Source: an optimization exercise on an open RTL-to-GDS flow (aim: small area and a short achievable clock period). Production flows keep margins and buffers that such runs may drop.
The RTL was checked by simulation tests, not by an equivalence proof against the original design.
The clock port is modelled as an ideal driver, which makes a skipped or thinned clock tree look cheaper than it is; a real chip needs a root buffer or a tree.
Power figures rest on the tool's default switching activity, not on a simulated workload.

Setup of v38:
// jtag_pdi_sniffer
module jtag_pdi_sniffer (
    input  wire       clk,
    input  wire       rst,         
    input  wire       smp_valid,   
    input  wire       tms,
    input  wire       tdi,
    input  wire       tdo,
    output wire       out_valid,
    output wire [7:0] out_data,
    output wire       pdi_err
);
Size in the first run: about 600 cells after synthesis, roughly 150 flip-flops, about 0.0058 mm² of cells after synthesis.
export LEC_CHECK = 0
export CAP_MARGIN = 20
export CORE_MARGIN = 2
export CORE_UTILIZATION = 72
export PLACE_DENSITY = 0.8
export SETUP_SLACK_MARGIN = 4.5
export SLEW_MARGIN = 20
create_clock -name core_clock -period 6.5 [get_ports {clk}]
standard.sh (not shown) runs the stock make flow with config.mk's settings and CLKGATE_MAP_FILE= SYNTH_SCRIPT=/design/flow/synth_recipe.tcl, a recipe that flattens the netlist after the stock synthesis.
==> flow/flow/run.sh <==
#!/bin/bash
# Standard ORFS layout, except that the clock tree is built by flow/pre_cts.tcl
# (a flat tree of four clock buffers) instead of TritonCTS.
set -euo pipefail
W=$(pwd)
export PRE_CTS_TCL="$W/flow/pre_cts.tcl"
bash standard.sh finish > "$W/orfs_flow.log" 2>&1
==> flow/flow/mcts.tcl <==
proc mcts_split {items idx parts} {
  set s [lsort -integer -index $idx $items]
  set n [llength $s]
  set per [expr {double($n) / $parts}]
  set out {}
  for {set k 0} {$k < $parts} {incr k} {
    lappend out [lrange $s [expr {int(round($k * $per))}] [expr {int(round(($k + 1) * $per)) - 1}]]
  }
  return $out
}

proc mcts_centre {items} {
  set sx 0; set sy 0
  foreach s $items { set sx [expr {$sx + [lindex $s 1]}]; set sy [expr {$sy + [lindex $s 2]}] }
  return [list [expr {int($sx / [llength $items])}] [expr {int($sy / [llength $items])}]]
}

proc mcts_buffer {name master x y innet outnet} {
  set block [ord::get_db_block]
  set m [[ord::get_db] findMaster $master]
  set inst [odb::dbInst_create $block $m $name]
  $inst setLocation $x $y
  $inst setPlacementStatus PLACED
  [$inst findITerm A] connect $innet
  [$inst findITerm [expr {[string match "*inv*" $master] ? "Y" : "X"}]] connect $outnet
  return $inst
}

proc manual_cts {cols rows leaf {top ""}} {
  set block [ord::get_db_block]
  set clknet [$block findNet clk]
  set sinks {}
  foreach it [$clknet getITerms] {
    set bb [[$it getInst] getBBox]
    lappend sinks [list $it [expr {([$bb xMin] + [$bb xMax]) / 2}] [expr {([$bb yMin] + [$bb yMax]) / 2}]]
  }
  set groups {}
  foreach col [mcts_split $sinks 1 $cols] {
    foreach g [mcts_split $col 2 $rows] { lappend groups $g }
  }
  set nl [llength $groups]
  if {$top eq ""} {
    set tops [list]
    for {set i 0} {$i < $nl} {incr i} { lappend tops [list $i] }
  } else {
    # groups are column-major; consecutive groups are neighbours
    set per [expr {$nl / 4}]
    set tops [list]
    for {set t 0} {$t < 4} {incr t} {
      set l {}
      for {set j 0} {$j < $per} {incr j} { lappend l [expr {$t * $per + $j}] }
      lappend tops $l
    }
  }
  set t 0
  foreach tl $tops {
    if {$top eq ""} {
      set drvnet $clknet
    } else {
      set drvnet [odb::dbNet_create $block "mclknet_t$t"]
      $drvnet setSigType CLOCK
      set pts {}
      foreach i $tl { lappend pts [concat [list x] [mcts_centre [lindex $groups $i]]] }
      set c [mcts_centre $pts]
      mcts_buffer "mclkbuf_t$t" $top [lindex $c 0] [lindex $c 1] $clknet $drvnet
    }
    foreach i $tl {
      set g [lindex $groups $i]
      set net [odb::dbNet_create $block "mclknet_$i"]
      $net setSigType CLOCK
      foreach s $g { set it [lindex $s 0]; $it disconnect; $it connect $net }
      set c [mcts_centre $g]
      mcts_buffer "mclkbuf_$i" $leaf [lindex $c 0] [lindex $c 1] $drvnet $net
    }
    incr t
  }
  puts "manual_cts: [llength $sinks] sinks, $nl leaf buffers ($leaf), top buffers: [expr {$top eq "" ? 0 : 4}] ($top)"
}
==> flow/flow/pre_cts.tcl <==
# Replace TritonCTS with a small balanced clock tree: the clock port drives
# four inverters, each driving two leaf inverters, each driving the registers
# of one region (see mcts.tcl).  Two inversions: the registers see clk.
source [file join [file dirname [info script]] mcts.tcl]
manual_cts 4 2 sky130_fd_sc_hd__inv_8 sky130_fd_sc_hd__inv_4
# cts.tcl next clones clock inverters next to each register; the tree is
# already complete, so that step is skipped too.
rename repair_clock_inverters orig_repair_clock_inverters
proc repair_clock_inverters {args} {
  puts "repair_clock_inverters: skipped, the manual clock tree is complete"
}
rename clock_tree_synthesis orig_clock_tree_synthesis
proc clock_tree_synthesis {args} {
  puts "clock_tree_synthesis: replaced by the manual clock tree"
  set_propagated_clock [all_clocks]
}
v38 finished all stages; the layout is clean.
## Diff of input files: v36 against v38
diff --git a/flow/flow/mcts.tcl b/flow/flow/mcts.tcl
--- a/flow/flow/mcts.tcl
+++ b/flow/flow/mcts.tcl
@@ -24,3 +24,3 @@
   [$inst findITerm A] connect $innet
-  [$inst findITerm [expr {[string match "*inv*" $master] ? "Y" : "X"}]] connect $outnet
+  [$inst findITerm X] connect $outnet
   return $inst
==> flow/flow/pre_cts.tcl <==
# Replace TritonCTS with a small balanced clock tree: the clock port drives
# four buffers, each driving two leaf buffers, each driving the registers of
# one region (see mcts.tcl).
source [file join [file dirname [info script]] mcts.tcl]
manual_cts 4 2 sky130_fd_sc_hd__buf_8 sky130_fd_sc_hd__buf_8
rename clock_tree_synthesis orig_clock_tree_synthesis
proc clock_tree_synthesis {args} {
  puts "clock_tree_synthesis: replaced by the manual clock tree"
  set_propagated_clock [all_clocks]
}
--- outcome ---
- For final worst clock skew, v38 and v36 come out practically identical.
- v36 vs v38: average vias per placed instance up slightly
- Total wirelength of the detailed-routed design in v36 is 1.7% higher than in v38
- v36 -> v38: flip-flop and latch count delta 0, exact match
- Diff v38 -> v36 | first-pass GRT wire length | up slightly
- Summary of v36 over v38: fmax has remained practically unchanged, area growth from synthesis to final layout has increased, combinational share of power has decreased.
- Clock insertion delay at the later pin of the skew report (higher): v36
- | shortest clock period the worst path allows after layout | higher: v38 |
- On arrival time at the worst endpoint, v38 and v36 are basically level.
--- input diff v36..v27 ---
diff --git a/flow/flow/mcts.tcl b/flow/flow/mcts.tcl
--- a/flow/flow/mcts.tcl
+++ b/flow/flow/mcts.tcl
@@ -24,3 +24,3 @@
   [$inst findITerm A] connect $innet
-  [$inst findITerm X] connect $outnet
+  [$inst findITerm [expr {[string match "*inv*" $master] ? "Y" : "X"}]] connect $outnet
   return $inst
==> flow/flow/pre_cts.tcl <==
# Replace TritonCTS with a small balanced clock tree: the clock port drives
# four inverters, each driving two leaf inverters, each driving the registers
# of one region (see mcts.tcl).  Two inversions: the registers see clk.
source [file join [file dirname [info script]] mcts.tcl]
manual_cts 4 2 sky130_fd_sc_hd__inv_8 sky130_fd_sc_hd__inv_4
rename clock_tree_synthesis orig_clock_tree_synthesis
proc clock_tree_synthesis {args} {
  puts "clock_tree_synthesis: replaced by the manual clock tree"
  set_propagated_clock [all_clocks]
}
[summary]
- v27 and v36: one clean run, v36; the rest did not finish clean.
- Post-synthesis register bit count: v36 vs v27 identical
- From v36 to v27 the numbers moved as follows: average cell area after synthesis essentially unchanged, total cell area at the placement stage essentially unchanged, initial core utilization essentially unchanged.
- As far as number of enable flip-flop cells after synthesis goes, v27 and v36 are indistinguishable; the numbers are identical.
- Share of async-settable or async-resettable flops after synthesis: v27 vs v36 — no meaningful difference
- v27 reports a higher post-cts repair resize count than v36 does.
- Diff v36 -> v27: share of cell area taken by muxes after synthesis essentially unchanged; number of buffers inserted to repair setup after CTS went up by 4; count of cell types in the netlist essentially unchanged.
The clock cells of v38 and v36 come from the design's own scripts or RTL, not from TritonCTS.

static timing again, ports no longer ideal:
In the flow no input, the clock included, has a driving cell. The finished layouts below were timed again as built, in two steps. Step 1 (the two cells are an assumption about what drives the block):
set clk [get_ports {clk}]
set_driving_cell -lib_cell sky130_fd_sc_hd__clkbuf_16 $clk
set_driving_cell -lib_cell sky130_fd_sc_hd__buf_2 [delete_from_list [all_inputs] $clk]
Step 2 adds t to the input delays and takes it off the output delays; t is the mean of the earliest and latest rising clock arrival at the registers after step 1. Input paths then give back, and output paths get back, about the clock's delay inside the block. Three values: ideal, step 1, step 2; two values: the first two.
run | t, ns | slack for setup (ns) | worst hold slack (ns) | worst setup path after step 2 | slew at the worst register clock pin (ns)
v38 | 0.228 | 4.522 / 4.440 / 4.417 | 0.337 / 0.338 / 0.338 | input to register | 0.10 / 0.10
v36 | 0.304 | 4.525 / 4.450 / 4.355 | 0.340 / 0.340 / 0.340 | input to register | 0.11 / 0.11
After both steps setup and hold are still met in every run listed. The setup slack of v36, which loses most, moves by -0.075 ns with the drivers and by -0.170 ns with both steps.
